Context: an optimization exercise on an open-source flow, tuned for small area, a short achievable clock period and few clock cycles. The choices shown serve that exercise and are no tape-out recipe.
Only simulation tests tie the RTL to the original design; equivalence was not proved.
No activity file was given, so power comes from the tool's default toggle rates.

## flow/design.v

```verilog
module fx_sin (
    input  wire [7:0] angle,
    output wire [9:0] sin_v,
    output wire [9:0] cos_v
);
    reg [8:0] r0, r1;                
    always @(*) begin
        case (angle[5:0])
            6'd0: begin r0 = 9'd0; r1 = 9'd256; end
            6'd1: begin r0 = 9'd6; r1 = 9'd256; end
            6'd2: begin r0 = 9'd13; r1 = 9'd256; end
            6'd3: begin r0 = 9'd19; r1 = 9'd255; end
            6'd4: begin r0 = 9'd25; r1 = 9'd255; end
            6'd5: begin r0 = 9'd31; r1 = 9'd254; end
            6'd6: begin r0 = 9'd38; r1 = 9'd253; end
            6'd7: begin r0 = 9'd44; r1 = 9'd252; end
            6'd8: begin r0 = 9'd50; r1 = 9'd251; end
            6'd9: begin r0 = 9'd56; r1 = 9'd250; end
            6'd10: begin r0 = 9'd62; r1 = 9'd248; end
            6'd11: begin r0 = 9'd68; r1 = 9'd247; end
            6'd12: begin r0 = 9'd74; r1 = 9'd245; end
            6'd13: begin r0 = 9'd80; r1 = 9'd243; end
            6'd14: begin r0 = 9'd86; r1 = 9'd241; end
            6'd15: begin r0 = 9'd92; r1 = 9'd239; end
            6'd16: begin r0 = 9'd98; r1 = 9'd237; end
            6'd17: begin r0 = 9'd104; r1 = 9'd234; end
            6'd18: begin r0 = 9'd109; r1 = 9'd231; end
            6'd19: begin r0 = 9'd115; r1 = 9'd229; end
            6'd20: begin r0 = 9'd121; r1 = 9'd226; end
            6'd21: begin r0 = 9'd126; r1 = 9'd223; end
            6'd22: begin r0 = 9'd132; r1 = 9'd220; end
            6'd23: begin r0 = 9'd137; r1 = 9'd216; end
            6'd24: begin r0 = 9'd142; r1 = 9'd213; end
            6'd25: begin r0 = 9'd147; r1 = 9'd209; end
            6'd26: begin r0 = 9'd152; r1 = 9'd206; end
            6'd27: begin r0 = 9'd157; r1 = 9'd202; end
            6'd28: begin r0 = 9'd162; r1 = 9'd198; end
            6'd29: begin r0 = 9'd167; r1 = 9'd194; end
            6'd30: begin r0 = 9'd172; r1 = 9'd190; end
            6'd31: begin r0 = 9'd177; r1 = 9'd185; end
            6'd32: begin r0 = 9'd181; r1 = 9'd181; end
            6'd33: begin r0 = 9'd185; r1 = 9'd177; end
            6'd34: begin r0 = 9'd190; r1 = 9'd172; end
            6'd35: begin r0 = 9'd194; r1 = 9'd167; end
            6'd36: begin r0 = 9'd198; r1 = 9'd162; end
            6'd37: begin r0 = 9'd202; r1 = 9'd157; end
            6'd38: begin r0 = 9'd206; r1 = 9'd152; end
            6'd39: begin r0 = 9'd209; r1 = 9'd147; end
            6'd40: begin r0 = 9'd213; r1 = 9'd142; end
            6'd41: begin r0 = 9'd216; r1 = 9'd137; end
            6'd42: begin r0 = 9'd220; r1 = 9'd132; end
            6'd43: begin r0 = 9'd223; r1 = 9'd126; end
            6'd44: begin r0 = 9'd226; r1 = 9'd121; end
            6'd45: begin r0 = 9'd229; r1 = 9'd115; end
            6'd46: begin r0 = 9'd231; r1 = 9'd109; end
            6'd47: begin r0 = 9'd234; r1 = 9'd104; end
            6'd48: begin r0 = 9'd237; r1 = 9'd98; end
            6'd49: begin r0 = 9'd239; r1 = 9'd92; end
            6'd50: begin r0 = 9'd241; r1 = 9'd86; end
            6'd51: begin r0 = 9'd243; r1 = 9'd80; end
            6'd52: begin r0 = 9'd245; r1 = 9'd74; end
            6'd53: begin r0 = 9'd247; r1 = 9'd68; end
            6'd54: begin r0 = 9'd248; r1 = 9'd62; end
            6'd55: begin r0 = 9'd250; r1 = 9'd56; end
            6'd56: begin r0 = 9'd251; r1 = 9'd50; end
            6'd57: begin r0 = 9'd252; r1 = 9'd44; end
            6'd58: begin r0 = 9'd253; r1 = 9'd38; end
            6'd59: begin r0 = 9'd254; r1 = 9'd31; end
            6'd60: begin r0 = 9'd255; r1 = 9'd25; end
            6'd61: begin r0 = 9'd255; r1 = 9'd19; end
            6'd62: begin r0 = 9'd256; r1 = 9'd13; end
            6'd63: begin r0 = 9'd256; r1 = 9'd6; end
            default: begin r0 = 9'd0; r1 = 9'd0; end
        endcase
    end
    wire [8:0] ms = angle[6] ? r1 : r0;
    wire [8:0] mc = angle[6] ? r0 : r1;
    wire       ns = angle[7];
    wire       nc = angle[7] ^ angle[6];
    assign sin_v = ns ? (10'd0 - {1'b0, ms}) : {1'b0, ms};
    assign cos_v = nc ? (10'd0 - {1'b0, mc}) : {1'b0, mc};
endmodule
module fx_mul #(parameter AW = 16, BW = 16, PW = 24) (
    input  wire [AW-1:0] a,
    input  wire [BW-1:0] b,
    output wire [PW-1:0] p
);
    localparam ND = BW / 2;
    localparam W  = AW + 1;
    wire [BW:0]  bx = {b, 1'b0};
    wire [W-1:0] a1 = {a[AW-1], a};
    wire [W-1:0] a2 = {a, 1'b0};
    function [PW-1:0] kconst;
        input integer dummy;
        integer j;
        reg [PW+W+2*ND:0] c;
        begin
            c = 0;
            for (j = 0; j < ND; j = j + 1)
                c = c + ({{(PW+2*ND){1'b0}}, 1'b1} << (W + 2*j));
            kconst = ~c[PW-1:0] + 1'b1;
        end
    endfunction
    localparam [PW-1:0] K = kconst(0);
    reg [PW-1:0] rows [0:ND];
    reg [W-1:0]  mag, pp;
    reg [PW+2*ND+W+2:0] t;
    reg neg, one, two, nprev;
    integer j;
    always @(*) begin
        nprev = 1'b0;
        for (j = 0; j < ND; j = j + 1) begin
            neg  = bx[2*j+2] & ~(bx[2*j+1] & bx[2*j]);
            one  = bx[2*j+1] ^ bx[2*j];
            two  = (bx[2*j+2] & ~bx[2*j+1] & ~bx[2*j]) | (~bx[2*j+2] & bx[2*j+1] & bx[2*j]);
            mag  = one ? a1 : (two ? a2 : {W{1'b0}});
            pp   = neg ? ~mag : mag;
            t = ({{(PW+2*ND+2){1'b0}}, ~pp[W-1], pp} << 2) | {{(PW+2*ND+W+2){1'b0}}, nprev};
            if (j == 0) rows[j] = t[PW+1:2];
            else        rows[j] = t[PW-1:0] << (2*j-2);
            nprev = neg;
        end
        rows[ND] = K + ({{(PW-1){1'b0}}, nprev} << (2*ND-2));
    end
    reg [PW-1:0] acc;
    always @(*) begin
        acc = {PW{1'b0}};
        for (j = 0; j <= ND; j = j + 1) acc = acc + rows[j];
    end
    assign p = acc;
endmodule
module fx_vertex (
    input  wire [12:0] g,
    input  wire        gnz,
    input  wire [23:0] w,
    input  wire [9:0]  t,
    input  wire        n,
    input  wire        sub,
    output wire [12:0] out,
    output wire [12:0] outa,
    output wire [2:0]  e
);
    wire [12:0] h  = w[20:8];
    wire [10:0] cl = (n ? {t[9], t} : 11'd0) - {3'b000, w[7:0]};
    wire [2:0]  c  = {cl[10], cl[9:8]};                   
    wire [2:0]  d  = (sub ? (3'd0 - c) : c) - {2'b00, gnz};
    assign out  = sub ? g - h : g + h;
    assign outa = ~out + {{10{d[2]}}, d} + 13'd1;
    assign e    = d;
endmodule
module rast_geom (
    input  wire        clk,
    input  wire        rst,           
    input  wire [47:0] cmd_word,
    input  wire        cmd_valid,
    output wire        cmd_ready,
    input  wire [12:0] rd_addr,
    output wire [7:0]  rd_data
);
    localparam OP_TOFIX = 8'h30;
    localparam OP_TOINT = 8'h31;
    localparam OP_MUL   = 8'h32;
    localparam OP_SIN   = 8'h33;
    localparam OP_COS   = 8'h34;
    localparam OP_WREG  = 8'h40;
    localparam OP_XFORM = 8'h41;
    reg [15:0] res;
    reg [7:0]  angx, angy, angz;
    reg [15:0] zoom;
    reg [12:0] p3x [0:7];            
    reg [12:0] p3y [0:7];
    reg [12:0] p3z [0:7];
    reg [7:0]  p2x [0:7];
    reg [7:0]  p2y [0:7];
    reg        pv;                   
    reg [9:0] sx, cx, sz, cz, ra, rb;
    reg [12:1] st;
    wire       busy = |st[11:1];      
    reg        sok;                  
    reg [23:0] m1r, m2r;             
    reg        mulp;                 
    reg [12:0] fs1, fs0;             
    reg        ns1, ns0;             
    reg [12:0] gc, gs;               
    reg        gcn, gsn;
    reg [12:0] xr, yr;               
    reg [2:0]  exr, eyr;             
    reg [17:0] ezv;                  
    assign cmd_ready = ~busy & ~rst;
    wire accept = cmd_valid & cmd_ready;
    wire [7:0]  opcode = cmd_word[7:0];
    wire [7:0]  fa     = cmd_word[15:8];
    wire [15:0] fh     = cmd_word[23:8];
    wire [15:0] fg_h2  = cmd_word[39:24];
    wire [15:0] fg_bh  = cmd_word[31:16];
    wire [7:0]  fg     = cmd_word[23:16];
    wire [7:0] t_a = cmd_word[6] ? fg : fa;
    wire [9:0] t_s, t_c;
    fx_sin u_t (.angle(t_a), .sin_v(t_s), .cos_v(t_c));
    wire s0 = ~busy;
    wire xf1 = s0 & sok & cmd_word[6] & cmd_word[0];
    wire p1  = st[1] | xf1;
    wire ps0 = s0 & ~xf1;
    wire [9:0] nra = 10'd0 - ra;
    wire m1_xz = st[4] | st[6] | st[8] | st[10];
    wire m1_yz = st[5] | st[7] | st[9] | st[11];
    wire [15:0] m1a =
        ({16{ps0 &  cmd_word[6]}} & {{6{nra[9]}}, nra}) |
        ({16{s0  & ~cmd_word[6]}} & fh) |
        ({16{p1 | st[2]}}         & {{6{ra[9]}}, ra}) |
        ({16{st[3]}}             & {{6{rb[9]}}, rb}) |
        ({16{m1_xz}}             & {{3{xr[12]}}, xr}) |
        ({16{m1_yz}}             & {{3{yr[12]}}, yr});
    wire [15:0] m1b =
        ({16{ps0 &  cmd_word[6]}} & {{6{sx[9]}}, sx}) |
        ({16{s0  & ~cmd_word[6]}} & fg_h2) |
        ({16{p1 | st[3]}}         & {{6{cz[9]}}, cz}) |
        ({16{st[2]}}             & {{6{sz[9]}}, sz}) |
        ({16{m1_xz | m1_yz}}     & zoom);
    wire [23:0] m1p;
    fx_mul #(.AW(16), .BW(16), .PW(24)) u_m1 (.a(m1a), .b(m1b), .p(m1p));
    wire m2_xs = p1 | st[3] | st[5] | st[8];        
    wire m2_ys = st[2] | st[4] | st[7] | st[9];     
    wire [12:0] cx8   = {cx, 3'b000};
    wire        y2_h1 = p1 | st[2] | st[3] | st[4];
    wire [12:0] y2_fs = p1 ? m2r[17:5] : (y2_h1 ? fs1 : fs0);
    wire        y2_ep = p1 | st[2] | st[5] | st[7];
    wire [12:0] y2    = (y2_ep ? cx8 : (13'd0 - cx8)) - y2_fs;
    wire [12:0] m2a =
        ({13{ps0 | st[6] | st[10]}} & {{3{rb[9]}}, rb}) |
        ({13{st[11]}}              & {{3{nra[9]}}, nra}) |
        ({13{m2_xs | m2_ys}}       & y2);
    wire [9:0] m2b =
        ({10{ps0}}               & sx) |
        ({10{st[10] | st[11]}}   & cx) |
        ({10{m2_ys}}             & cz) |
        ({10{st[6] | m2_xs}}     & sz);
    wire [23:0] m2p;
    fx_mul #(.AW(13), .BW(10), .PW(24)) u_m2 (.a(m2a), .b(m2b), .p(m2p));
    wire f_x  = st[2] | st[4] | st[6] | st[9];      
    wire f_y  = st[3] | st[5] | st[8] | st[10];     
    wire f_h1 = st[2] | st[3] | st[4] | st[5];      
    wire f_zx = st[5] | st[7] | st[9] | st[11];     
    wire f_zy = st[6] | st[8] | st[10] | st[12];    
    wire [12:0] g_v  = (st[2] | st[3]) ? m1r[17:5] : (f_x ? gc : gs);
    wire        g_nz = (st[2] | st[3]) ? (m1r[4:0] != 5'd0) : (f_x ? gcn : gsn);
    wire [12:0] w_out, w_outa;
    wire [2:0]  w_e;
    fx_vertex u_fin (
        .g(g_v), .gnz(g_nz), .w(m2r), .t(f_x ? sz : cz), .n(f_h1 ? ns1 : ns0), .sub(f_x),
        .out(w_out), .outa(w_outa), .e(w_e)
    );
    wire [2:0]  z_e   = m1_xz ? exr : eyr;
    wire [17:0] z_ez  = $signed(z_e) * $signed(zoom);
    wire [23:0] z_pa  = {{6{ezv[17]}}, ezv} - m1r;
    wire [7:0]  z_off = f_zx ? 8'd32 : 8'd16;
    wire [7:0]  p2_b  = m1r[23:16] + z_off;
    wire [7:0]  p2_a  = z_pa[23:16] + z_off;
    wire [12:0] c_f   = m2r[17:5];
    wire        c_z   = (m2r[4:0] == 5'd0);
    wire [12:0] sx8   = {sx, 3'b000};
    wire [12:0] z2_bp = c_f + sx8;                    
    wire [12:0] z2_bm = c_f - sx8;                    
    wire [12:0] z2_ap = ~z2_bp + {12'd0, c_z};        
    wire [12:0] z2_am = ~z2_bm + {12'd0, c_z};        
    always @(posedge clk) begin
        if (rst) begin
            res   <= 16'h0000;
            mulp  <= 1'b0;
            angx  <= 8'h00;
            angy  <= 8'h00;
            angz  <= 8'h00;
            zoom  <= 16'h0100;
            sx    <= 10'd0;
            cx    <= 10'd256;
            sz    <= 10'd0;
            cz    <= 10'd256;
            ra    <= 10'd256;
            rb    <= 10'd256;
            pv    <= 1'b0;
            st    <= 12'd0;
            sok   <= 1'b0;
        end else begin
            sok <= s0 & cmd_word[6] & ~xf1 &
                   ~(accept & (opcode == OP_WREG) & (fa[7:1] == 7'd0));
            if (mulp) begin
                res  <= m1r[23:8];
                mulp <= 1'b0;
            end
            st <= {st[11:1], 1'b0};
            if (~busy & accept) begin
                case (opcode)
                    OP_TOFIX: res <= {fh[7:0], 8'h00};
                    OP_TOINT: res <= {{8{fh[15]}}, fh[15:8]};
                    OP_MUL:   mulp <= 1'b1;
                    OP_SIN:   res <= {{6{t_s[9]}}, t_s};
                    OP_COS:   res <= {{6{t_c[9]}}, t_c};
                    OP_WREG: begin
                        case (fa)
                            8'd0: begin angx <= fg; sx <= t_s; cx <= t_c; end
                            8'd1: begin angy <= fg; ra <= t_c - t_s; rb <= t_c + t_s; end
                            8'd2: begin angz <= fg; sz <= t_s; cz <= t_c; end
                            8'd3: zoom <= fg_bh;
                            default: ;
                        endcase
                    end
                    OP_XFORM: begin
                        st <= sok ? 12'd2 : 12'd1;
                        pv <= 1'b1;
                    end
                    default: ;    
                endcase
            end
        end
    end
    always @(posedge clk) begin
        m1r <= m1p;
        m2r <= m2p;
        ezv <= z_ez;
        if (s0 | st[1]) begin
            fs0 <= m1r[17:5];
            ns0 <= (m1r[4:0] != 5'd0);
            fs1 <= m2r[17:5];
            ns1 <= (m2r[4:0] != 5'd0);
        end
        if (st[2]) begin gc <= m1r[17:5]; gcn <= (m1r[4:0] != 5'd0); end
        if (st[3]) begin gs <= m1r[17:5]; gsn <= (m1r[4:0] != 5'd0); end
        if (st[4]) begin gc <= m1r[17:5]; gcn <= (m1r[4:0] != 5'd0); end
        if (st[7]) begin gs <= m2r[17:5]; gsn <= (m2r[4:0] != 5'd0); end
        if (f_x) begin xr <= w_out; exr <= w_e; end
        if (f_y) begin yr <= w_out; eyr <= w_e; end
        if (st[2])  begin p3x[7] <= w_out; p3x[0] <= w_outa; end
        if (st[4])  begin p3x[5] <= w_out; p3x[2] <= w_outa; end
        if (st[6])  begin p3x[3] <= w_out; p3x[4] <= w_outa; end
        if (st[9])  begin p3x[1] <= w_out; p3x[6] <= w_outa; end
        if (st[3])  begin p3y[7] <= w_out; p3y[0] <= w_outa; end
        if (st[5])  begin p3y[5] <= w_out; p3y[2] <= w_outa; end
        if (st[8])  begin p3y[3] <= w_out; p3y[4] <= w_outa; end
        if (st[10]) begin p3y[1] <= w_out; p3y[6] <= w_outa; end
        if (st[5])  begin p2x[7] <= p2_b; p2x[0] <= p2_a; end
        if (st[7])  begin p2x[5] <= p2_b; p2x[2] <= p2_a; end
        if (st[9])  begin p2x[3] <= p2_b; p2x[4] <= p2_a; end
        if (st[11]) begin p2x[1] <= p2_b; p2x[6] <= p2_a; end
        if (st[6])  begin p2y[7] <= p2_b; p2y[0] <= p2_a; end
        if (st[8])  begin p2y[5] <= p2_b; p2y[2] <= p2_a; end
        if (st[10]) begin p2y[3] <= p2_b; p2y[4] <= p2_a; end
        if (st[12]) begin p2y[1] <= p2_b; p2y[6] <= p2_a; end
        if (st[11]) begin
            p3z[7] <= z2_bp; p3z[5] <= z2_bm; p3z[0] <= z2_ap; p3z[2] <= z2_am;
        end
        if (st[12]) begin
            p3z[3] <= z2_bp; p3z[1] <= z2_bm; p3z[4] <= z2_ap; p3z[6] <= z2_am;
        end
    end
    wire [15:0] res_v = mulp ? m1r[23:8] : res;
    reg [7:0]  p2y_v [0:7];
    reg [12:0] p3z_v [0:7];
    integer vi;
    always @(*) begin
        for (vi = 0; vi < 8; vi = vi + 1) begin
            p2y_v[vi] = p2y[vi];
            p3z_v[vi] = p3z[vi];
        end
        if (st[12]) begin
            p2y_v[1] = p2_b;  p2y_v[6] = p2_a;
            p3z_v[3] = z2_bp; p3z_v[1] = z2_bm; p3z_v[4] = z2_ap; p3z_v[6] = z2_am;
        end
    end
    wire [1023:0] tbl;
    genvar gi;
    generate
        for (gi = 0; gi < 128; gi = gi + 1) begin : g_tbl
            if (gi == 0)
                assign tbl[8*gi +: 8] = {7'd0, busy | rst};
            else if (gi == 1) assign tbl[8*gi +: 8] = angx;
            else if (gi == 2) assign tbl[8*gi +: 8] = angy;
            else if (gi == 3) assign tbl[8*gi +: 8] = angz;
            else if (gi == 4) assign tbl[8*gi +: 8] = zoom[7:0];
            else if (gi == 5) assign tbl[8*gi +: 8] = zoom[15:8];
            else if (gi == 6) assign tbl[8*gi +: 8] = res_v[7:0];
            else if (gi == 7) assign tbl[8*gi +: 8] = res_v[15:8];
            else if (gi >= 32 && gi < 48 && (gi % 2) == 0)
                assign tbl[8*gi +: 8] = p2x[(gi - 32) / 2];
            else if (gi >= 32 && gi < 48)
                assign tbl[8*gi +: 8] = p2y_v[(gi - 32) / 2];
            else if (gi >= 64 && gi < 112 && ((gi - 64) % 6) == 0)
                assign tbl[8*gi +: 8] = p3x[(gi - 64) / 6][7:0];
            else if (gi >= 64 && gi < 112 && ((gi - 64) % 6) == 1)
                assign tbl[8*gi +: 8] = {{3{p3x[(gi - 64) / 6][12]}}, p3x[(gi - 64) / 6][12:8]};
            else if (gi >= 64 && gi < 112 && ((gi - 64) % 6) == 2)
                assign tbl[8*gi +: 8] = p3y[(gi - 64) / 6][7:0];
            else if (gi >= 64 && gi < 112 && ((gi - 64) % 6) == 3)
                assign tbl[8*gi +: 8] = {{3{p3y[(gi - 64) / 6][12]}}, p3y[(gi - 64) / 6][12:8]};
            else if (gi >= 64 && gi < 112 && ((gi - 64) % 6) == 4)
                assign tbl[8*gi +: 8] = p3z_v[(gi - 64) / 6][7:0];
            else if (gi >= 64 && gi < 112)
                assign tbl[8*gi +: 8] = {{3{p3z_v[(gi - 64) / 6][12]}}, p3z_v[(gi - 64) / 6][12:8]};
            else
                assign tbl[8*gi +: 8] = 8'h00;
        end
    endgenerate
    wire [7:0] tbl_v   = tbl[{rd_addr[6:0], 3'b000} +: 8];
    wire       rd_hit  = (rd_addr[12:7] == 6'b010000);
    wire       rd_pblk = (rd_addr[6:5] != 2'b00);      
    assign rd_data = tbl_v & {8{rd_hit & (pv | ~rd_pblk)}};
endmodule
```

## flow/flow/run.sh

```bash
#!/bin/bash
# Standard layout; ports buffered with buf_4 and timing repair asked for
# 15 ns of extra setup slack.
set -euo pipefail
bash standard.sh "BUFFER_PORTS_ARGS=-buffer_cell sky130_fd_sc_hd__buf_4" SETUP_SLACK_MARGIN=15 finish > standard_flow.log 2>&1
```

## flow/standard.sh

```bash
#!/bin/bash
# synth_recipe.tcl (not shown) runs the flow's synth.tcl, then flattens the netlist and writes it again
# the make line also repeats each setting of config.mk as NAME=value (left out here)
make -C /OpenROAD-flow-scripts/flow DESIGN_CONFIG=/design/flow/config.mk WORK_HOME=/design/flow/orfs CLKGATE_MAP_FILE= SYNTH_SCRIPT=/design/flow/synth_recipe.tcl "${@:-finish}"
```

## flow/config.mk

```make
export PLATFORM = sky130hd
export DESIGN_NAME = rast_geom
export DESIGN_NICKNAME = rast_geom
export VERILOG_FILES = /design/flow/design.v
export SDC_FILE = /design/flow/constraint.sdc
export NUM_CORES = 4
export LEC_CHECK = 0
export CAP_MARGIN = 20
export CORE_MARGIN = 2
export CORE_UTILIZATION = 60
export SLEW_MARGIN = 20
```

## flow/constraint.sdc

```tcl
create_clock -name core_clock -period 28.0 [get_ports {clk}]
set_input_delay 5.6000 -clock core_clock [delete_from_list [all_inputs] [get_ports {clk}]]
set_output_delay 5.6000 -clock core_clock [all_outputs]
set_load 0.01 [all_outputs]
```

==> flow_summary_export.csv, run 1 <==
group,metric,value,unit
run_status,status,"timing/DRC/antenna clean",
drt,vias,36810,
synth,seq_area_frac_synth,40.21,%
clocking,cts.sinks,713,
pwr,p_sw,1438,uW
timing,max_freq,74.32,MHz
drt,drc,0,
synth,synthArstFlopShare,0,%
setup_path,cp-startpoint,"rd_addr[0]",
clocking,clk_pin_slew,60,ps
synth,synth_top_flop_cell,"edfxtp_1",
timing,slew_viol_final,0,
timing,worst_pin_slew,1132,ps
final_layout,area_growth,12.28,%
global_route,track_usage,37.78,%
clocking,clk_path_buf_depth,3,
synth,synth_area,46750,sq um
pwr,p_leak,0.02096,uW
synth,yosysWarnings,13,
timing,worst_hold_slack,456.0,ps
floorplan,die_h,283.2,um
pwr,seqPwrFrac,32.8,%
floorplan,start_util,60.45,%
global_route,antenna_found_initial,5,
floorplan,fp.coreArea,77340,sq um
final_layout,multi_input_area,26080,sq um
timing,rsz0062_at_grt,"true",
run,drv_cap,0,
pwr,vdd_drop_max,0.1099,mV
floorplan,io_pins,73,
timing,setup_viol,0,
timing,tns,0,ps
placed_design,place.gp.congestion,0.9950,
synth,synth.distinct_cells,123,
final_layout,fin_util,67.88,%
clocking,numCtsBuffers,78,
pwr,swShare,36.95,%
timing,finClkSkew,50.46,ps
global_route,first_global_vias,35410,
clocking,ctsRootBufferMaster,"clkbuf_16",
setup_path,crit_type,"input port to output pin",
drt,wl,153900,um
pwr,power,3891,uW
synth,yosys_register_bits,713,
global_route,grt_overflow,0,
drt,wl_per_cell,27.11,um
floorplan,die_w,283.2,um
synth,syn_nets,5015,
drt,dr.pass1.iters,9,
setup_path,start_kind,"input port",
clocking,tritoncts,"yes",
setup_path,r2r.worst_path.cells,29,
hold_path,hold_class,"register to register",
drt,drt_iter0_markers,4371,
pwr,p_per_area,74.12,nW/um^2
synth,synth-edff-count,452,
placed_design,numPortBuffers,64,
clocking,clk_latency,660,ps
final_layout,num-fill-cells,6060,
clocking,htreeDepth,3,
drt,vias_per_cell,6.481,
final_layout,regArea,18820,sq um
setup_path,critPathRequiredTime,22400,ps
setup_path,crit_arrival,7860,ps
setup_path,cp-end-kind,"output pin",
clocking,cts_hold_buf,0,
hold_path,hold_start,"angx[3]",
hold_path,whs_path_depth,2,
final_layout,final_nets,5024,
floorplan,die-area,80170,sq um
drt,ant_nets,0,
timing,fin_crit_sh,48.06,%
global_route,grt_max_degree,92,
setup_path,critPathMaxFanout,26,
timing,fin_crit,13460,ps
placed_design,dp_hpwl,104900,um
synth,syn_inst,4563,
pwr,clkPwrFrac,28.3,%
floorplan,fp-row-count,102,
timing,relSlewSlack,23.98,%
global_route,grt_pass1_wl,228400,um
final_layout,layout-drive-gt1-share,14.49,%
timing,hold_viol,0,
pwr,power_frac_comb,38.9,%
setup_path,rr_startpoint,"st[4]",
synth,postSynthAreaPerCell,10.25,sq um
pwr,power.internal,2453,uW
==> power by group through the flow <==
stage               registers (uW)  clock network, uW  logic [uW]
global route                  1280               1150        1660
detailed placement            1290                  0        1450
CTS                           1270               1100        1480
floorplan                     1260                  0        1010
finish                        1280               1100        1510
global placement              1290                  0        1430
==> layout make-up <==
class | count | share of cell area [%]
multi-input cells | 3237 | 49.69
flip-flops and latches | 713 | 35.85
repair buffers | 211 | 4.238
clock buffers | 104 | 4.095
well taps | 1040 | 2.479
inverters | 331 | 2.457
clock inverters | 41 | 1.189
diodes | 2 | 0.009534
==> worst paths after layout <==
| path | slack (ps) | to |
|---|---|---|
| min reg2reg | 460 | angx[3] |
| max | 14540 | rd_data[7] |
| min | 460 | angx[3] |
| max reg2reg | 18750 | m1r[22] |
==> cells by family (layout without fill, tap and decap cells) <==
group	count (synthesis)	in the layout	share of synthesized area, %
flops	713	713	40.21
compound gates	1069	1069	15.59
xor+xnor	362	362	6.875
mux	278	278	8.250
fa+ha+maj	388	388	12.53
other cells	0	2	0
buf+inv	613	687	5.242
simple gates	1140	1140	11.30
==> sequential cells by signal, summed over array words and instances (netlist names), 12 cells and up <==
name / cells
ezv: 18
gs: 13
m2r: 21
xr: 13
gc: 13
p2x: 64
p3x: 104
fs1: 13
st: 12
res: 16
p3z: 96
m1r: 24
zoom: 16
p3y: 104
fs0: 13
yr: 13
p2y: 64
==> placed cells by master (no fill, tap or decap), types with 20 or more instances in the layout <==
master,instances
o211ai_1,25
mux2_2,64
a221oi_1,35
nand2_1,430
a222oi_1,20
dfxtp_1,250
edfxtp_1,452
o21bai_1,21
nor2b_1,39
inv_1,319
a22o_1,25
nor2_1,286
o21ai_0,177
a22oi_1,137
mux2i_1,129
a21o_1,41
a31oi_1,34
a211oi_1,48
nand4_1,23
or3_1,28
buf_4,173
xnor2_1,223
clkbuf_16,81
ha_1,253
xor2_1,133
and3_1,24
a21oi_1,277
nor3_1,73
nand3_1,69
mux4_2,76
or2_2,31
fa_1,134
==> synthesized netlist by cell type, types with 25 or more instances <==
library cell | count | area share (%)
mux4_2 | 76 | 3.7
o211ai_1 | 25 | 0.40
or2_2 | 31 | 0.41
a21o_1 | 41 | 0.66
mux2i_1 | 131 | 2.8
mux2_2 | 64 | 1.5
a221oi_1 | 41 | 0.77
ha_1 | 254 | 6.8
nor3_1 | 75 | 0.80
xor2_1 | 134 | 2.5
clkbuf_1 | 183 | 1.5
inv_1 | 321 | 2.6
a211oi_1 | 51 | 0.82
fa_1 | 134 | 5.7
nor2b_1 | 42 | 0.56
a22o_1 | 25 | 0.47
a22oi_1 | 137 | 2.2
o21ai_0 | 186 | 2.0
xnor2_1 | 223 | 4.2
buf_1 | 35 | 0.28
dfxtp_1 | 261 | 11
a21oi_1 | 285 | 3.1
edfxtp_1 | 452 | 29
a31oi_1 | 36 | 0.48
nor2_1 | 295 | 2.4
or3_1 | 28 | 0.37
nand3_1 | 69 | 0.74
nand2_1 | 436 | 3.5
buf_2 | 51 | 0.55
==> critical path, stage by stage <==
cell and delay [ps]:
buf_16 140, buf_12 140, buf_16 190, o22ai_4 220, a222oi_1 140, a221oi_2 380
nor2_1 110, a221o_1 420, a2111oi_4 310, buf_4 170
==> through the flow <==
| step | instance area, sq um | setup slack [ps] | instances |
|---|---|---|---|
| 4_1_cts | 52120 | 14610 | 5665 |
| 5_1_grt | 52490 | 14560 | 5677 |
| 3_3_place_gp | 48240 | 13000 | 5481 |
| 6_report | 52490 | 14540 | 5679 |
| 3_5_place_dp | 48240 | 13020 | 5481 |
| 2_1_floorplan | 46890 | 14960 | 4563 |
==> per-layer routing <==
metal / track usage (%) / vias to the layer above / part of all wire, % / routed length [um]
met1: 51.95 / 17900 / 40 / 61810
li1: - / 16510 / - / -
met5: 0 / - / 0.016 / 25
met4: 17.67 / 4 / 5.2 / 7964
met2: 58.44 / 1995 / 45 / 68720
met3: 6.699 / 397 / 10 / 15430
==> what timing repair did <==
action,in CTS,in global routing
hold endpoints to repair,0,0
gates cloned,13,3
pin swaps,20,12
setup endpoints to repair,13,13
buffers inserted,26,9
resized for setup,107,48
Testbench counts, summed over its fixed seeds: cycles 14,297.
==> inputs of run 2 (changes only) <==
==> flow/flow/run.sh (replaced) <==
#!/bin/bash
set -euo pipefail
bash standard.sh "BUFFER_PORTS_ARGS=-buffer_cell sky130_fd_sc_hd__buf_4" SETUP_SLACK_MARGIN=15 \
  "CTS_ARGS=-sink_clustering_enable -repair_clock_nets -dont_use_dummy_load -sink_clustering_size 30 -sink_clustering_max_diameter 100" \
  finish > standard_flow.log 2>&1
==> run 2 against run 1 <==
  * Largest cell class unchanged
  * Core utilization down 2.9 points
  * Clock-buffer cell count decreased by 70
  * Die area is the same
  * Highest routed layer unchanged
==> flow_summary_export.csv, run 2 <==
group,metric,value,unit
setup_path,cp-end-kind,"output pin",
final_layout,final_nets,4965,
synth,seq_area_frac_synth,40.21,%
setup_path,crit_type,"input port to output pin",
final_layout,top_regs,"p3x: 104 flops, p3y: 104 flops, p3z: 96 flops",
floorplan,die_w,283.2,um
synth,synth_area,46750,sq um
setup_path,critPathMaxFanout,10,
timing,max_freq,74.51,MHz
timing,relSlewSlack,20.81,%
setup_path,crit_top_cell,"a21o_1",
synth,syn_nets,5015,
timing,tns,0,ps
drt,drt_iter0_markers,4173,
placed_design,dp_hpwl,104900,um
pwr,vdd_drop_max,0.1101,mV
final_layout,regArea,18820,sq um
drt,met1_length,61520,um
floorplan,die-area,80170,sq um
pwr,power.internal,2022,uW
setup_path,slowest_delay,380,ps
synth,synthTopCellsByArea,"edfxtp_1, dfxtp_1, ha_1",
setup_path,crit_buf_inv,4,
timing,setup_viol,0,
pwr,swShare,38.99,%
clocking,clk_path_buf_depth,3,
drt,routed.top_layer,"met5",
global_route,grt_max_degree,92,
clocking,tritoncts,"yes",
setup_path,critPathRequiredTime,22400,ps
clocking,numCtsBuffers,34,
final_layout,num-fill-cells,6360,
synth,synth_largest_area_cell,"edfxtp_1",
drt,vias_per_cell,6.538,
placed_design,place_ws,13020,ps
floorplan,start_util,60.45,%
final_layout,area_growth,7.477,%
final_layout,final_common_cell,"edfxtp_1",
placed_design,numPortBuffers,64,
placed_design,dpl_cell_area,48240,sq um
pwr,p_per_area,65.96,nW/um^2
pwr,clkPwrFrac,16.4,%
global_route,grt_overflow,0,
synth,yosysWarnings,13,
global_route,grt_pass1_wl,224000,um
clocking,ctsRootBufferMaster,"clkbuf_16",
floorplan,io_pins,73,
setup_path,slowest_stage,"a221o_1",
timing,slew_viol_final,0,
drt,vias,36300,
synth,synth_top_flop_cell,"edfxtp_1",
clocking,clk_latency,630,ps
timing,rsz0062_at_grt,"true",
drt,wl_met3,14470,um
drt,ant_nets,0,
synth,postSynthAreaPerCell,10.25,sq um
timing,fin_ws,14580,ps
global_route,first_global_vias,34620,
global_route,track_usage,36.97,%
drt,met2_length,67540,um
floorplan,fp-row-count,102,
final_layout,final_area,50250,sq um
drt,dr.pass1.iters,8,
hold_path,hold_class,"register to register",
synth,yosys_register_bits,713,
floorplan,die_h,283.2,um
final_layout,final_cell_mix,"edfxtp_1, nand2_1, inv_1",
synth,synth_top_area_share,29.03,%
pwr,p_leak,0.01986,uW
drt,drc,0,
synth,synth.distinct_cells,123,
clocking,cts_hold_buf,0,
pwr,power,3314,uW
run_status,status,"timing/DRC/antenna clean",
timing,hold_viol,0,
setup_path,start_kind,"input port",
setup_path,crit_path_cell_trace,"buf_16 -> clkinvlp_4 -> buf_12 -> nand2_2 -> nor4_2 -> nor4b_2 -> a211o_1 -> a21o_1 -> a21o_1 -> a221o_1 -> a2111oi_4 -> buf_4",
floorplan,fp.coreArea,77340,sq um
setup_path,crit_family,"compound AO/OA/AOI/OAI gates",
synth,yosysMostFrequentCell,"edfxtp_1",
placed_design,place.gp.congestion,0.9950,
final_layout,layout-drive-gt1-share,12.39,%
pwr,seqPwrFrac,38.4,%
synth,synth-edff-count,452,
timing,fin_crit_sh,47.93,%
synth,synthArstFlopShare,0,%
setup_path,crit_arrival,7820,ps
pwr,p_sw,1292,uW
run,drv_cap,0,
clocking,cts.sinks,713,
clocking,htreeDepth,2,
timing,worst_pin_slew,1188,ps
synth,syn_inst,4563,
final_layout,multi_input_area,26010,sq um
drt,wl,150400,um
pwr,power_frac_comb,45.2,%
timing,fin_crit,13420,ps
drt,wl_per_cell,27.09,um
global_route,antenna_found_initial,3,
timing,finClkSkew,115.6,ps
clocking,clk_pin_slew,110,ps
synth,synth_common_cells,"edfxtp_1, nand2_1, inv_1",
==> run 2: cell types whose count changed in the layout (fill, tap and decap cells not counted), moves of 3 or more <==
cell / before / now
clkbuf_16: 81 / 37
clkbuf_1: 16 / 0
clkinv_2: 15 / 1
bufinv_16: 10 / 0
clkbuf_8: 10 / 0
buf_4: 173 / 165
clkinv_16: 6 / 1
bufbuf_16: 8 / 5
clkinv_1: 4 / 1
==> run 2: power groups by stage <==
stage | clock network (uW) | logic [uW] | registers [uW]
floorplan | 0 | 1010 | 1260
global placement | 0 | 1430 | 1290
detailed placement | 0 | 1450 | 1290
CTS | 545 | 1470 | 1270
global route | 575 | 1650 | 1270
finish | 542 | 1500 | 1270
==> run 2: cell type report <==
type | instances | area share [%]
clock buffer | 34 | 1.693
multi-input combinational | 3237 | 51.76
antenna | 1 | 0.004980
tap | 1040 | 2.590
inverter | 331 | 2.567
timing repair buffer | 196 | 3.944
sequential | 713 | 37.45
==> run 2: what timing repair did <==
item,in CTS,in global routing
endpoints found under the setup margin,13,13
pin swaps,13,12
buffers inserted,19,5
gates cloned,9,3
resized for setup,86,44
==> run 2: logic make-up (layout without fill, tap and decap cells) <==
kind of cell | after synthesis | count (layout) | share of synthesized area [%]
compound gates | 1069 | 1069 | 15.59
xor+xnor | 362 | 362 | 6.875
fa+ha+maj | 388 | 388 | 12.53
buf+inv | 613 | 561 | 5.242
flops | 713 | 713 | 40.21
mux | 278 | 278 | 8.250
other cells | 0 | 1 | 0
simple gates | 1140 | 1140 | 11.30
==> run 2: worst reg2reg max path: cells and delay by family, from the launching register on <==
kind,cells,cell delay (ps)
adder cells (fa/ha/maj),6,2450
AND/OR/NAND/NOR,5,1390
AO/OA/AOI/OAI,10,2490
flip-flops,1,690
buffers and inverters,7,1650
XOR/XNOR,2,560
==> run 2: per-layer routing <==
layer,up-vias,GRT usage [%]
met3,311,6.216
met4,4,14.78
met5,-,0
li1,16300,-
met2,1841,58.31
met1,17840,51.10
==> run 2: per-stage QoR <==
stage	hold slack, ps	utilization (%)	cells
2_1_floorplan	421.6	-	4563
3_3_place_gp	436.5	62.38	5481
3_5_place_dp	442.6	62.38	5481
6_report	462.2	64.97	5552
5_1_grt	473.4	64.97	5551
4_1_cts	461.7	64.54	5543
==> run 2: worst paths after layout <==
path,cells past startpoint,startpoint,slack (ps),to
hold reg to reg,2,angx[5],460,angx[5]
setup reg to reg,30,st[4],18640,m1r[22]
hold / removal,2,angx[5],460,angx[5]
setup / recovery,12,rd_addr[1],14580,rd_data[7]
==> inputs of run 3 (changes only) <==
==> flow/flow/run.sh (replaced) <==
#!/bin/bash
set -euo pipefail
bash standard.sh "BUFFER_PORTS_ARGS=-buffer_cell sky130_fd_sc_hd__buf_4" SETUP_SLACK_MARGIN=15 \
  "CTS_ARGS=-sink_clustering_enable -repair_clock_nets -dont_use_dummy_load -buf_list sky130_fd_sc_hd__clkbuf_8 -sink_clustering_size 16 -sink_clustering_max_diameter 60" \
  finish > standard_flow.log 2>&1
==> run 3 against run 2 <==
  * Flip-flop and latch count unchanged
  * Via count up 0.60%
  * Critical path type unchanged
  * Fmax down 0.17%
  * Combinational power about the same
  * Clock skew up 7.1 ps
  * Critical endpoint unchanged
  * Still clean
==> flow_summary_export.csv, run 3 <==
group,metric,value,unit
run_status,status,"timing/DRC/antenna clean",
pwr,power_frac_comb,45.7,%
clocking,cts.sinks,713,
global_route,grt_pass1_wl,225300,um
floorplan,fp.coreArea,77340,sq um
setup_path,reg2reg_to,"m1r[22]",
floorplan,die_h,283.2,um
synth,postSynthAreaPerCell,10.25,sq um
timing,worst_pin_slew,1151,ps
clocking,cts_hold_buf,0,
synth,synth-edff-count,452,
pwr,vdd_drop_max,0.1113,mV
timing,finClkSkew,122.7,ps
synth,seq_area_frac_synth,40.21,%
floorplan,die_w,283.2,um
setup_path,critPathMaxFanout,6,
drt,ant_nets,0,
placed_design,place.gp.congestion,0.9950,
drt,wl_per_cell,27.30,um
synth,synth.distinct_cells,123,
global_route,grt_overflow,0,
synth,synth_area,46750,sq um
drt,vias_per_cell,6.518,
clocking,htreeDepth,2,
timing,hold_viol,0,
setup_path,start_kind,"input port",
setup_path,critPathRequiredTime,22400,ps
timing,slew_viol_final,0,
synth,synthArstFlopShare,0,%
synth,synth_common_cells,"edfxtp_1, nand2_1, inv_1",
synth,synthTopCellsByArea,"edfxtp_1, dfxtp_1, ha_1",
setup_path,r2r_setup_slack,18660,ps
final_layout,final_nets,5014,
clocking,clk_path_buf_depth,3,
synth,yosysWarnings,13,
clocking,tritoncts,"yes",
global_route,grt_max_degree,92,
synth,synth_largest_area_cell,"edfxtp_1",
hold_path,hold_end,"angz[4]",
timing,rsz0062_at_grt,"true",
placed_design,numPortBuffers,64,
floorplan,fp-row-count,102,
global_route,antenna_found_initial,7,
setup_path,rr_startpoint,"st[4]",
timing,tns,0,ps
synth,synth_top_area_share,29.03,%
timing,relSlewSlack,23.26,%
floorplan,die-area,80170,sq um
final_layout,final_common_cell,"edfxtp_1",
floorplan,io_pins,73,
timing,max_freq,74.39,MHz
final_layout,top_regs,"p3x: 104 flops, p3y: 104 flops, p3z: 96 flops",
hold_path,whs_path_depth,2,
hold_path,hold_start,"angz[4]",
floorplan,start_util,60.45,%
run,drv_cap,0,
global_route,track_usage,37.20,%
clocking,clk_latency,760,ps
drt,wl,152900,um
drt,vias,36510,
synth,syn_nets,5015,
drt,drt_iter0_markers,4190,
global_route,first_global_vias,34960,
pwr,p_per_area,65.24,nW/um^2
clocking,ctsRootBufferMaster,"clkbuf_8",
clocking,numCtsBuffers,59,
setup_path,crit_type,"input port to output pin",
setup_path,r2r.worst_path.cells,29,
final_layout,final_cell_mix,"edfxtp_1, nand2_1, inv_1",
synth,yosysMostFrequentCell,"edfxtp_1",
pwr,swShare,39.62,%
drt,dr.pass1.iters,10,
synth,yosys_register_bits,713,
timing,fin_crit,13440,ps
final_layout,layout-drive-gt1-share,13.55,%
synth,synth_top_flop_cell,"edfxtp_1",
hold_path,hold_class,"register to register",
pwr,p_sw,1309,uW
clocking,clk_pin_slew,80,ps
setup_path,cp-end-kind,"output pin",
timing,fin_crit_sh,48.01,%
pwr,power.internal,1994,uW
pwr,p_leak,0.02007,uW
synth,syn_inst,4563,
final_layout,area_growth,8.280,%
drt,drc,0,
pwr,power,3303,uW
final_layout,num-fill-cells,6308,
setup_path,crit_arrival,7840,ps
timing,setup_viol,0,
pwr,seqPwrFrac,38.6,%
pwr,clkPwrFrac,15.7,%
placed_design,dp_hpwl,104900,um
[run 3: logic make-up after synthesis]
logic type	after synthesis	synth area share, %
xor gates and xnor gates	362	6.875
AOI/OAI and AO/OA	1069	15.59
DFF	713	40.21
muxes	278	8.250
and+or+nand+nor	1140	11.30
adders and majority gates	388	12.53
buffers and inverters	613	5.242
[run 3: final cells by class]
| type | count | area (sq um) | share of cell area (%) |
|---|---|---|---|
| multi-input combinational | 3237 | 26120 | 51.59 |
| clock buffer | 59 | 812.0 | 1.604 |
| antenna | 2 | 5.005 | 0.009886 |
| inverter | 331 | 1290 | 2.548 |
| timing repair buffer | 220 | 2283 | 4.510 |
| tap | 1040 | 1301 | 2.570 |
| sequential | 713 | 18820 | 37.17 |
[run 3: repair_timing]
item                       CTS  global route
gates resized for setup     86            67
cloned                      11             6
pin swaps                   12            19
setup endpoints to repair   11            13
setup buffers               20            22
[run 3: worst max-delay path by stage]
stage | slack [ps] | to | from
6_report | 14560 | rd_data[7] | rd_addr[1]
5_1_grt | 14510 | rd_data[4] | rd_addr[1]
4_1_cts | 14600 | rd_data[7] | rd_addr[1]
3_5_place_dp | 13020 | rd_data[0] | rd_addr[1]
3_3_place_gp | 13000 | rd_data[0] | rd_addr[1]
2_1_floorplan | 14960 | rd_data[2] | rd_addr[0]
[run 3: layer usage]
layer	part of all wire (%)	vias to the layer above	track usage [%]
li1	-	16410	-
met1	40	17760	51.27
met2	44	1954	57.56
met3	10	388	6.554
met4	5.4	4	17.17
met5	0.018	-	0
[run 3: stage by stage]
stage	cells	area, sq um	worst slack [ps]	hold slack (ps)	util (%)
after floorplan	4563	46890	14960	421.6	-
after global placement	5481	48240	13000	436.5	62.38
after detailed placement	5481	48240	13020	442.6	62.38
after CTS	5571	49940	14600	457.4	64.58
after global routing	5601	50620	14510	471.5	65.46
final	5602	50630	14560	459.2	65.46
[run 3: worst max-delay path: stages]
cell and delay [ps]:
buf_16 120, clkinvlp_4 80, buf_12 140, buf_12 140, buf_6 110, o21ai_2 50
a211o_1 330, a21o_1 230, a21o_1 160, a221o_1 380, a2111oi_4 310, buf_4 170
[run 3: power groups by stage]
stage	Sequential (uW)	Clock (uW)	Combinational (uW)
finish	1270	518	1510
detailed placement	1290	0	1450
global route	1270	557	1660
global placement	1290	0	1430
CTS	1270	520	1480
floorplan	1260	0	1010
==> inputs of run 4 (changes only) <==
==> flow/flow/run.sh (replaced) <==
#!/bin/bash
# The standard layout (standard.sh, standard synthesis unchanged) with:
#  - port buffers of buf_4 instead of the default smallest buffer,
#  - timing repair asked for 15 ns of extra setup slack (the clock stays at
#    the design's period; the repair just works harder on the slow paths),
#  - a clock tree of clkbuf_8 cells over sink clusters of up to 16 flops,
#    without dummy balancing loads.
# make's output goes to standard_flow.log; ORFS keeps each step's log under
# orfs/logs/.
set -euo pipefail
bash standard.sh "BUFFER_PORTS_ARGS=-buffer_cell sky130_fd_sc_hd__buf_4" SETUP_SLACK_MARGIN=14.5 \
  "CTS_ARGS=-sink_clustering_enable -repair_clock_nets -dont_use_dummy_load -buf_list sky130_fd_sc_hd__clkbuf_8 -sink_clustering_size 16 -sink_clustering_max_diameter 60" \
  finish > standard_flow.log 2>&1
==> run 4 against run 3 <==
  * Still clean
  * Cell area is 0.97% lower
  * Clock-buffer cell count increased by 1
  * Cell count decreased by 0.21%
  * Global-route usage up 0.42 points
  * Combinational power about the same
  * Flip-flop and latch count did not move
  * Critical endpoint is now rd_data[4]
  * Largest power group unchanged
  * Critical path depth fell by 4
==> flow_summary_export.csv, run 4 <==
group,metric,value,unit
setup_path,critPathMaxFanout,9,
pwr,clkPwrFrac,16.0,%
final_layout,num-fill-cells,6477,
synth,synth_largest_area_cell,"edfxtp_1",
final_layout,layout-drive-gt1-share,12.67,%
global_route,grt_pass1_wl,227200,um
global_route,track_usage,37.62,%
synth,synth-edff-count,452,
setup_path,crit_buf_inv,3,
synth,yosys_register_bits,713,
pwr,power_frac_comb,45.1,%
drt,drt_iter0_markers,4498,
timing,rsz0062_at_grt,"true",
timing,slew_viol_final,0,
setup_path,crit_path_cell_trace,"buf_16 -> buf_16 -> mux4_2 -> mux4_2 -> a21o_1 -> a21oi_2 -> nand4_1 -> buf_4",
drt,ant_nets,0,
run_status,status,"timing/DRC/antenna clean",
setup_path,rr_startpoint,"st[8]",
placed_design,numPortBuffers,64,
synth,synthArstFlopShare,0,%
setup_path,critPathRequiredTime,22400,ps
clocking,tritoncts,"yes",
floorplan,die_h,283.2,um
pwr,seqPwrFrac,38.8,%
floorplan,fp-row-count,102,
setup_path,crit_arrival,7920,ps
timing,hold_viol,0,
drt,wl,153200,um
clocking,ctsRootBufferMaster,"clkbuf_8",
timing,finClkSkew,172.7,ps
floorplan,fp.coreArea,77340,sq um
clocking,htreeDepth,2,
synth,synth_top_flop_cell,"edfxtp_1",
synth,synth.distinct_cells,123,
run,drv_cap,0,
final_layout,top_regs,"p3x: 104 flops, p3y: 104 flops, p3z: 96 flops",
clocking,cts.sinks,713,
synth,postSynthAreaPerCell,10.25,sq um
placed_design,dp_hpwl,106400,um
clocking,numCtsBuffers,60,
global_route,grt_overflow,0,
setup_path,crit_family,"multiplexers",
timing,worst_hold_slack,460.7,ps
pwr,p_leak,0.01993,uW
floorplan,io_pins,73,
final_layout,final_nets,5000,
synth,yosysMostFrequentCell,"edfxtp_1",
placed_design,place_ws,12890,ps
drt,drc,0,
timing,tns,0,ps
pwr,swShare,39.33,%
setup_path,crit_type,"input port to output pin",
setup_path,cp-startpoint,"rd_addr[0]",
placed_design,place.gp.congestion,0.9433,
synth,seq_area_frac_synth,40.21,%
timing,fin_crit,13520,ps
global_route,antenna_found_initial,6,
drt,vias_per_cell,6.540,
synth,yosysWarnings,13,
pwr,power.internal,1993,uW
clocking,cts_hold_buf,0,
floorplan,die-area,80170,sq um
timing,max_freq,73.94,MHz
timing,relSlewSlack,24.38,%
setup_path,slowest_stage,"mux4_2",
setup_path,cp-end-kind,"output pin",
setup_path,start_kind,"input port",
floorplan,die_w,283.2,um
pwr,p_sw,1292,uW
synth,syn_inst,4563,
hold_path,hold_start,"angy[6]",
pwr,p_per_area,65.53,nW/um^2
synth,synthTopCellsByArea,"edfxtp_1, dfxtp_1, ha_1",
clocking,clk_path_buf_depth,3,
clocking,clk_latency,790,ps
drt,wl_per_cell,27.41,um
drt,vias,36560,
setup_path,slowest_delay,550,ps
pwr,vdd_drop_max,0.09710,mV
synth,synth_area,46750,sq um
drt,dr.pass1.iters,8,
floorplan,start_util,60.45,%
global_route,grt_max_degree,75,
hold_path,hold_class,"register to register",
synth,syn_nets,5015,
timing,setup_viol,0,
timing,fin_ws,14480,ps
global_route,first_global_vias,34600,
final_layout,final_cell_mix,"edfxtp_1, nand2_1, inv_1",
timing,fin_crit_sh,48.30,%
clocking,clk_pin_slew,90,ps
synth,synth_top_area_share,29.03,%
final_layout,area_growth,7.233,%
final_layout,final_common_cell,"edfxtp_1",
synth,synth_common_cells,"edfxtp_1, nand2_1, inv_1",
timing,worst_pin_slew,1126,ps
run 4: cell counts after synthesis:
Identical to the previous run, type by type.
run 4: power by group through the flow:
stage	Combinational (uW)	Sequential (uW)	Clock, uW
5_1_grt	1630	1270	563
3_3_place_gp	1410	1300	0
4_1_cts	1460	1270	529
2_1_floorplan	1010	1260	0
6_report	1480	1280	526
3_5_place_dp	1430	1300	0
run 4: worst paths after layout:
path | end | slack [ps] | cells after the start
worst max-delay path | rd_data[4] | 14480 | 8
worst min-delay path | angy[6] | 460 | 2
worst max register to register | m1r[23] | 18500 | 30
worst min register to register | angy[6] | 460 | 2
run 4: layout make-up:
type                            instances  area (sq um)  area share, %
Antenna cell                            4         10.01        0.01996
Clock buffer                           60         825.8          1.647
Inverter                              331          1280          2.553
Multi-Input combinational cell       3237         25830          51.52
Sequential cell                       713         18820          37.53
Tap cell                             1040          1301          2.595
Timing Repair Buffer                  205          2072          4.133
run 4: through the flow:
| step | std cells | utilization (%) | instance area, sq um | power, uW |
|---|---|---|---|---|
| 6_report | 5590 | 64.83 | 50140 | 3285 |
| 5_1_grt | 5590 | 64.83 | 50140 | 3463 |
| 4_1_cts | 5576 | 64.52 | 49900 | 3259 |
| 3_5_place_dp | 5492 | 62.41 | 48260 | 2727 |
| 3_3_place_gp | 5492 | 62.41 | 48260 | 2711 |
| 2_1_floorplan | 4563 | - | 46770 | 2272 |
run 4: routing by layer:
metal  global-route usage, %  vias up  share of wire [%]  wire [um]
met2                   57.60     1921                 45      68390
met3                   5.499      310                9.7      14840
met4                   17.59        2                5.5       8357
met5                       0        -             0.0085         13
met1                   53.01    17960                 40      61600
li1                        -    16360                  -          -
run 4: logic make-up after synthesis:
kind of cell | count (synthesis) | synth area share (%)
AND/OR/NAND/NOR | 1140 | 11.30
AO/OA/AOI/OAI | 1069 | 15.59
flip-flops | 713 | 40.21
buffers and inverters | 613 | 5.242
adder cells (fa/ha/maj) | 388 | 12.53
XOR/XNOR | 362 | 6.875
multiplexers | 278 | 8.250
run 4: worst register-to-register path, delay by kind of cell, from the launching register on:
kind | cells | cell delay [ps]
and+or+nand+nor | 4 | 720
adders and majority gates | 6 | 2930
AOI/OAI and AO/OA | 12 | 2820
DFF | 1 | 790
buffers and inverters | 6 | 1490
xor gates and xnor gates | 2 | 610
run 4: timing repair:
action	CTS	global route
buffers inserted	12	8
cloned	12	2
endpoints found under the setup margin	8	9
resized for setup	74	32
pin swaps	10	11
==> inputs of run 5 (changes only) <==
--- a/flow/flow/run.sh
+++ b/flow/flow/run.sh
@@ -10,3 +10,3 @@
 set -euo pipefail
-bash standard.sh "BUFFER_PORTS_ARGS=-buffer_cell sky130_fd_sc_hd__buf_4" SETUP_SLACK_MARGIN=14.5 \
+bash standard.sh "BUFFER_PORTS_ARGS=-buffer_cell sky130_fd_sc_hd__buf_4" SETUP_SLACK_MARGIN=15 \
   "CTS_ARGS=-sink_clustering_enable -repair_clock_nets -dont_use_dummy_load -buf_list sky130_fd_sc_hd__clkbuf_8 -sink_clustering_size 16 -sink_clustering_max_diameter 60" \
==> run 5 against run 4 <==
  * Routed wire length decreased by 0.18%
  * Cell count up 0.21%
  * Flip-flop and latch count is the same
  * Worst hold slack worse by 1.5 ps
  * Sequential share of layout area fell by 0.36 points
  * Setup slack better by 80 ps
  * Clock-buffer cell count shrank 1
  * Synthesized area is the same
  * Fmax rose by 0.60%
  * Critical path type unchanged
  * Critical endpoint is now rd_data[7]
  * Largest cell class unchanged
  * Largest power group unchanged
==> flow_summary_export.csv, run 5 <==
group,metric,value,unit
pwr,seqPwrFrac,38.6,%
clocking,ctsRootBufferMaster,"clkbuf_8",
pwr,p_per_area,65.24,nW/um^2
setup_path,rr_startpoint,"st[4]",
synth,yosysWarnings,13,
setup_path,start_kind,"input port",
synth,synth_largest_area_cell,"edfxtp_1",
synth,yosysMostFrequentCell,"edfxtp_1",
global_route,grt_max_degree,92,
synth,yosys_register_bits,713,
synth,synth_xor_area_share,6.875,%
pwr,p_sw,1309,uW
drt,wl_per_cell,27.30,um
timing,hold_viol,0,
pwr,clkPwrFrac,15.7,%
pwr,power_frac_comb,45.7,%
floorplan,die_w,283.2,um
final_layout,final_nets,5014,
drt,drt_iter0_markers,4190,
placed_design,place.gp.congestion,0.9950,
floorplan,fp-row-count,102,
hold_path,hold_class,"register to register",
global_route,track_usage,37.20,%
clocking,clk_path_buf_depth,3,
run_status,status,"timing/DRC/antenna clean",
synth,synthTopCellsByArea,"edfxtp_1, dfxtp_1, ha_1",
drt,vias,36510,
floorplan,die-area,80170,sq um
pwr,swShare,39.62,%
timing,slew_viol_final,0,
drt,dr.pass1.iters,10,
timing,finClkSkew,122.7,ps
synth,synth_top_flop_cell,"edfxtp_1",
placed_design,numPortBuffers,64,
synth,syn_inst,4563,
floorplan,io_pins,73,
synth,synth.area.mux_share,8.250,%
setup_path,crit_type,"input port to output pin",
synth,synth.distinct_cells,123,
drt,ant_nets,0,
global_route,grt_overflow,0,
pwr,vdd_drop_max,0.1113,mV
drt,vias_per_cell,6.518,
drt,wl,152900,um
setup_path,critPathMaxFanout,6,
setup_path,crit_arrival,7840,ps
clocking,clk_pin_slew,80,ps
synth,postSynthAreaPerCell,10.25,sq um
timing,setup_viol,0,
timing,relSlewSlack,23.26,%
global_route,grt_pass1_wl,225300,um
clocking,cts.sinks,713,
global_route,first_global_vias,34960,
clocking,tritoncts,"yes",
final_layout,layout-drive-gt1-share,13.55,%
synth,synth_top_family_by_area,"compound AO/OA/AOI/OAI gates",
drt,wl_met3,15550,um
placed_design,dp_hpwl,104900,um
final_layout,top_regs,"p3x: 104 flops, p3y: 104 flops, p3z: 96 flops",
floorplan,fp.coreArea,77340,sq um
synth,synth_compound_area_share,15.59,%
clocking,cts_hold_buf,0,
floorplan,die_h,283.2,um
timing,worst_hold_slack,459.2,ps
setup_path,cp-startpoint,"rd_addr[1]",
timing,tns,0,ps
synth,syn_nets,5015,
synth,seq_area_frac_synth,40.21,%
drt,routed.top_layer,"met5",
clocking,htreeDepth,2,
timing,rsz0062_at_grt,"true",
run,drv_cap,0,
setup_path,cp-end-kind,"output pin",
pwr,p_leak,0.02007,uW
synth,synthArstFlopShare,0,%
timing,fin_crit,13440,ps
final_layout,area_growth,8.280,%
timing,fin_crit_sh,48.01,%
drt,met2_length,67580,um
timing,worst_pin_slew,1151,ps
global_route,antenna_found_initial,7,
timing,fin_ws,14560,ps
synth,synth_area,46750,sq um
clocking,numCtsBuffers,59,
synth,synth_common_cells,"edfxtp_1, nand2_1, inv_1",
synth,synth-edff-count,452,
synth,post_synth_fa_ha_maj_area_fraction,12.53,%
drt,met1_length,61440,um
synth,synthSimpleGateAreaFrac,11.30,%
setup_path,critPathRequiredTime,22400,ps
pwr,power.internal,1994,uW
final_layout,num-fill-cells,6308,
final_layout,final_cell_mix,"edfxtp_1, nand2_1, inv_1",
timing,max_freq,74.39,MHz
placed_design,place_ws,13020,ps
floorplan,start_util,60.45,%
final_layout,final_common_cell,"edfxtp_1",
drt,drc,0,
synth,synth_top_area_share,29.03,%
clocking,clk_latency,760,ps
hold_path,hold_start,"angz[4]",
[run 5: cell counts after synthesis]
No cell type changed its count.
[run 5: cell families after synthesis]
group,after synthesis
xor+xnor,362
mux,278
buf+inv,613
fa+ha+maj,388
simple gates,1140
compound gates,1069
flops,713
[run 5: metal layers]
metal,vias to the layer above,GRT usage [%]
li1,16410,-
met3,388,6.554
met1,17760,51.27
met5,-,0
met2,1954,57.56
met4,4,17.17
[run 5: final cells by class]
class	count	area, sq um	area share [%]
antenna	2	5.005	0.009886
timing repair buffer	220	2283	4.510
tap	1040	1301	2.570
clock buffer	59	812.0	1.604
inverter	331	1290	2.548
sequential	713	18820	37.17
multi-input combinational	3237	26120	51.59
[run 5: worst max-delay path: stages]
cell,delay [ps]
buf_16,120
clkinvlp_4,80
buf_12,140
buf_12,140
buf_6,110
o21ai_2,50
a211o_1,330
a21o_1,230
a21o_1,160
a221o_1,380
a2111oi_4,310
buf_4,170
[run 5: path summary, 6_finish.rpt]
check             slack, ps  cells past startpoint         end
setup / recovery      14560                     12  rd_data[7]
hold / removal          460                      2     angz[4]
setup reg to reg      18660                     29     m1r[22]
hold reg to reg         460                      2     angz[4]
[run 5: repair_timing]
action                                  CTS  global route
buffers inserted                         20            22
pin swaps                                12            19
endpoints found under the setup margin   11            13
gates cloned                             11             6
gates resized for setup                  86            67
[run 5: power groups by stage]
| stage | logic, uW | registers [uW] | clock network (uW) |
|---|---|---|---|
| floorplan | 1010 | 1260 | 0 |
| CTS | 1480 | 1270 | 520 |
| finish | 1510 | 1270 | 518 |
| detailed placement | 1450 | 1290 | 0 |
| global placement | 1430 | 1290 | 0 |
| global route | 1660 | 1270 | 557 |
[run 5: per-stage QoR]
step	area, sq um	utilization, %	total power (uW)	std cells
6_report	50630	65.46	3303	5602
5_1_grt	50620	65.46	3488	5601
4_1_cts	49940	64.58	3266	5571
3_5_place_dp	48240	62.38	2742	5481
3_3_place_gp	48240	62.38	2729	5481
2_1_floorplan	46890	-	2274	4563
==> inputs of run 6 (changes only) <==
--- a/flow/config.mk
+++ b/flow/config.mk
@@ -7,5 +7,5 @@
 export LEC_CHECK = 0
-export CAP_MARGIN = 20
+export CAP_MARGIN = 5
 export CORE_MARGIN = 2
 export CORE_UTILIZATION = 60
-export SLEW_MARGIN = 20
+export SLEW_MARGIN = 5
==> run 6 against run 5 <==
  * Cell area decreased by 0.25%
  * Largest cell class unchanged
  * Core utilization decreased by 0.16 points
  * Via count increased by 0.15%
  * Global-route usage unchanged
  * Fmax about the same
  * Setup slack got worse by 11 ps
  * Non-clock buffer count decreased by 6
  * Routed wire length decreased by 0.23%
  * Die area unchanged
  * Worst hold slack improved by 0.77 ps
  * Clock skew increased by 14 ps
  * Flip-flop and latch count unchanged
==> flow_summary_export.csv, run 6 <==
group,metric,value,unit
setup_path,crit_path_cell_trace,"buf_16 -> clkinvlp_4 -> buf_6 -> nor2_4 -> o21ai_0 -> o21ai_0 -> nor2_1 -> a221o_1 -> a2111oi_4 -> buf_4",
synth,postSynthAreaPerCell,10.25,sq um
placed_design,place.gp.congestion,0.9950,
run,drv_cap,0,
setup_path,crit_family,"compound AO/OA/AOI/OAI gates",
global_route,grt_overflow,0,
timing,max_freq,74.32,MHz
timing,tns,0,ps
hold_path,hold_class,"register to register",
global_route,grt_max_degree,92,
floorplan,die_h,283.2,um
synth,yosys_register_bits,713,
timing,worst_pin_slew,1237,ps
synth,synth.area.mux_share,8.250,%
floorplan,die_w,283.2,um
drt,vias_per_cell,6.535,
final_layout,layout-drive-gt1-share,13.24,%
synth,post_synth_fa_ha_maj_area_fraction,12.53,%
clocking,ctsRootBufferMaster,"clkbuf_8",
synth,synth_top_flop_cell,"edfxtp_1",
floorplan,fp-row-count,102,
clocking,clk_latency,770,ps
timing,finClkSkew,136.9,ps
clocking,clk_path_buf_depth,3,
timing,fin_crit_sh,48.05,%
drt,wl_per_cell,27.26,um
floorplan,start_util,60.45,%
final_layout,num-fill-cells,6330,
clocking,htreeDepth,2,
synth,synthSimpleGateAreaFrac,11.30,%
placed_design,dp_hpwl,104900,um
setup_path,critPathMaxFanout,39,
synth,yosysMostFrequentCell,"edfxtp_1",
setup_path,crit_type,"input port to output pin",
synth,synth_compound_area_share,15.59,%
timing,hold_viol,0,
clocking,numCtsBuffers,59,
synth,synth-edff-count,452,
timing,fin_crit,13450,ps
final_layout,final_cell_mix,"edfxtp_1, nand2_1, inv_1",
floorplan,die-area,80170,sq um
synth,synth_area,46750,sq um
setup_path,cp-end-kind,"output pin",
timing,setup_viol,0,
synth,syn_inst,4563,
global_route,grt_use_met3,6.554,%
clocking,clk_pin_slew,80,ps
run_status,status,"timing/DRC/antenna clean",
final_layout,top_regs,"p3x: 104 flops, p3y: 104 flops, p3z: 96 flops",
pwr,p_per_area,65.29,nW/um^2
setup_path,start_kind,"input port",
final_layout,area_growth,8.010,%
clocking,cts_hold_buf,0,
global_route,grtUsageMet1,51.27,%
final_layout,fin_util,65.30,%
global_route,grt_pass1_wl,225300,um
synth,synthTopCellsByArea,"edfxtp_1, dfxtp_1, ha_1",
clocking,tritoncts,"yes",
clocking,cts.sinks,713,
timing,relSlewSlack,16.92,%
drt,drt_iter0_markers,4213,
setup_path,crit_arrival,7850,ps
synth,synth_top_family_by_area,"compound AO/OA/AOI/OAI gates",
drt,ant_nets,0,
setup_path,slowest_delay,430,ps
synth,synth_top_area_share,29.03,%
global_route,antenna_found_initial,7,
floorplan,fp.coreArea,77340,sq um
synth,yosysWarnings,13,
setup_path,slowest_stage,"a221o_1",
setup_path,crit_buf_inv,4,
setup_path,critPathRequiredTime,22400,ps
synth,synth.distinct_cells,123,
final_layout,multi_input_area,26040,sq um
synth,synth_common_cells,"edfxtp_1, nand2_1, inv_1",
placed_design,numPortBuffers,64,
drt,drc,0,
synth,seq_area_frac_synth,40.21,%
global_route,track_usage,37.20,%
global_route,grt_util_met2,57.56,%
final_layout,final_common_cell,"edfxtp_1",
setup_path,crit_top_cell,"o21ai_0",
pwr,vdd_drop_max,0.1120,mV
drt,vias,36570,
global_route,first_global_vias,34960,
pwr,p_leak,0.02002,uW
synth,synth_xor_area_share,6.875,%
drt,dr.pass1.iters,6,
final_layout,final_nets,5008,
floorplan,io_pins,73,
drt,wl,152600,um
timing,slew_viol_final,0,
synth,syn_nets,5015,
timing,rsz0062_at_grt,"true",
synth,synth_largest_area_cell,"edfxtp_1",
synth,synthArstFlopShare,0,%
global_route,busiest_layer,"met2",
final_layout,regArea,18820,sq um
==> run 6: timing repair <==
action,CTS,global route
setup buffers,20,18
gates resized for setup,86,48
pin swaps,12,9
gates cloned,11,5
setup endpoints to repair,11,13
==> run 6: metrics by stage <==
step | total power (uW) | instances | worst slack [ps] | hold slack, ps | area [sq um]
2_1_floorplan | 2274 | 4563 | 14960 | 421.6 | 46890
3_3_place_gp | 2729 | 5481 | 13000 | 436.5 | 48240
3_5_place_dp | 2742 | 5481 | 13020 | 442.6 | 48240
4_1_cts | 3266 | 5571 | 14600 | 457.4 | 49940
5_1_grt | 3486 | 5595 | 14500 | 471.5 | 50500
6_report | 3297 | 5596 | 14550 | 459.9 | 50500
==> run 6: layer usage <==
metal  routed length (um)  vias to the layer above
met5                   27                        -
met4                 8468                        4
met3                15690                      387
met2                67430                     1974
met1                60950                    17820
li1                     -                    16380
==> run 6: worst paths after layout <==
kind	from	end	slack, ps	depth (start not counted)
max	rd_addr[3]	rd_data[7]	14550	10
min	angz[4]	angz[4]	460	2
max reg2reg	st[4]	m1r[22]	18670	29
min reg2reg	angz[4]	angz[4]	460	2
==> run 6: layout make-up <==
type / instances / area share [%]
inverters: 331 / 2.554
well taps: 1040 / 2.577
clock buffers: 59 / 1.608
flip-flops and latches: 713 / 37.26
multi-input cells: 3237 / 51.56
diodes: 2 / 0.009911
repair buffers: 214 / 4.428
==> run 6: worst min-delay path, delay by kind of cell (launching register included) <==
family	cells	cell delay, ps
and+or+nand+nor	1	50
AOI/OAI and AO/OA	1	50
DFF	1	310
==> run 6: cell families after synthesis <==
logic type,after synthesis
simple gates,1140
fa+ha+maj,388
compound gates,1069
xor+xnor,362
flops,713
buf+inv,613
mux,278
==> run 6: power by group <==
part / internal, uW / switching [uW]
registers: 1220 / 50.3
clock network: 187 / 331
logic: 582 / 924

what the ideal ports hide:
The results above use ideal ports. As a check the final layouts listed here were re-extracted and re-timed, cells and wires unchanged. Step 1, drivers: a clkbuf_16 drives clk and a buf_2 each remaining input, both assumed. Step 2 times the ports against the registers' clock, not the clock port: input delays grow and output delays shrink by t, the midpoint of the rising clock arrivals with the driver on. a / b / c = ideal ports / drivers / drivers and shift; a / b = the first two.
run | t, ns | setup slack, ns | hold slack, ns
run 1 | 0.701 | 14.545 / 14.280 / 14.280 | 0.456 / 0.456 / 0.456
run 2 | 0.633 | 14.580 / 14.336 / 14.336 | 0.462 / 0.462 / 0.462
run 3 | 0.760 | 14.556 / 14.365 / 14.365 | 0.459 / 0.459 / 0.459
run 4 | 0.766 | 14.476 / 14.267 / 14.065 | 0.461 / 0.461 / 0.461
run 5 | 0.760 | 14.556 / 14.365 / 14.365 | 0.459 / 0.459 / 0.459
run 6 | 0.761 | 14.545 / 14.320 / 14.320 | 0.460 / 0.460 / 0.460
After both steps setup and hold are still met in every run listed. The setup slack of run 4, which loses most, moves by -0.209 ns with the drivers and by -0.411 ns with both steps.
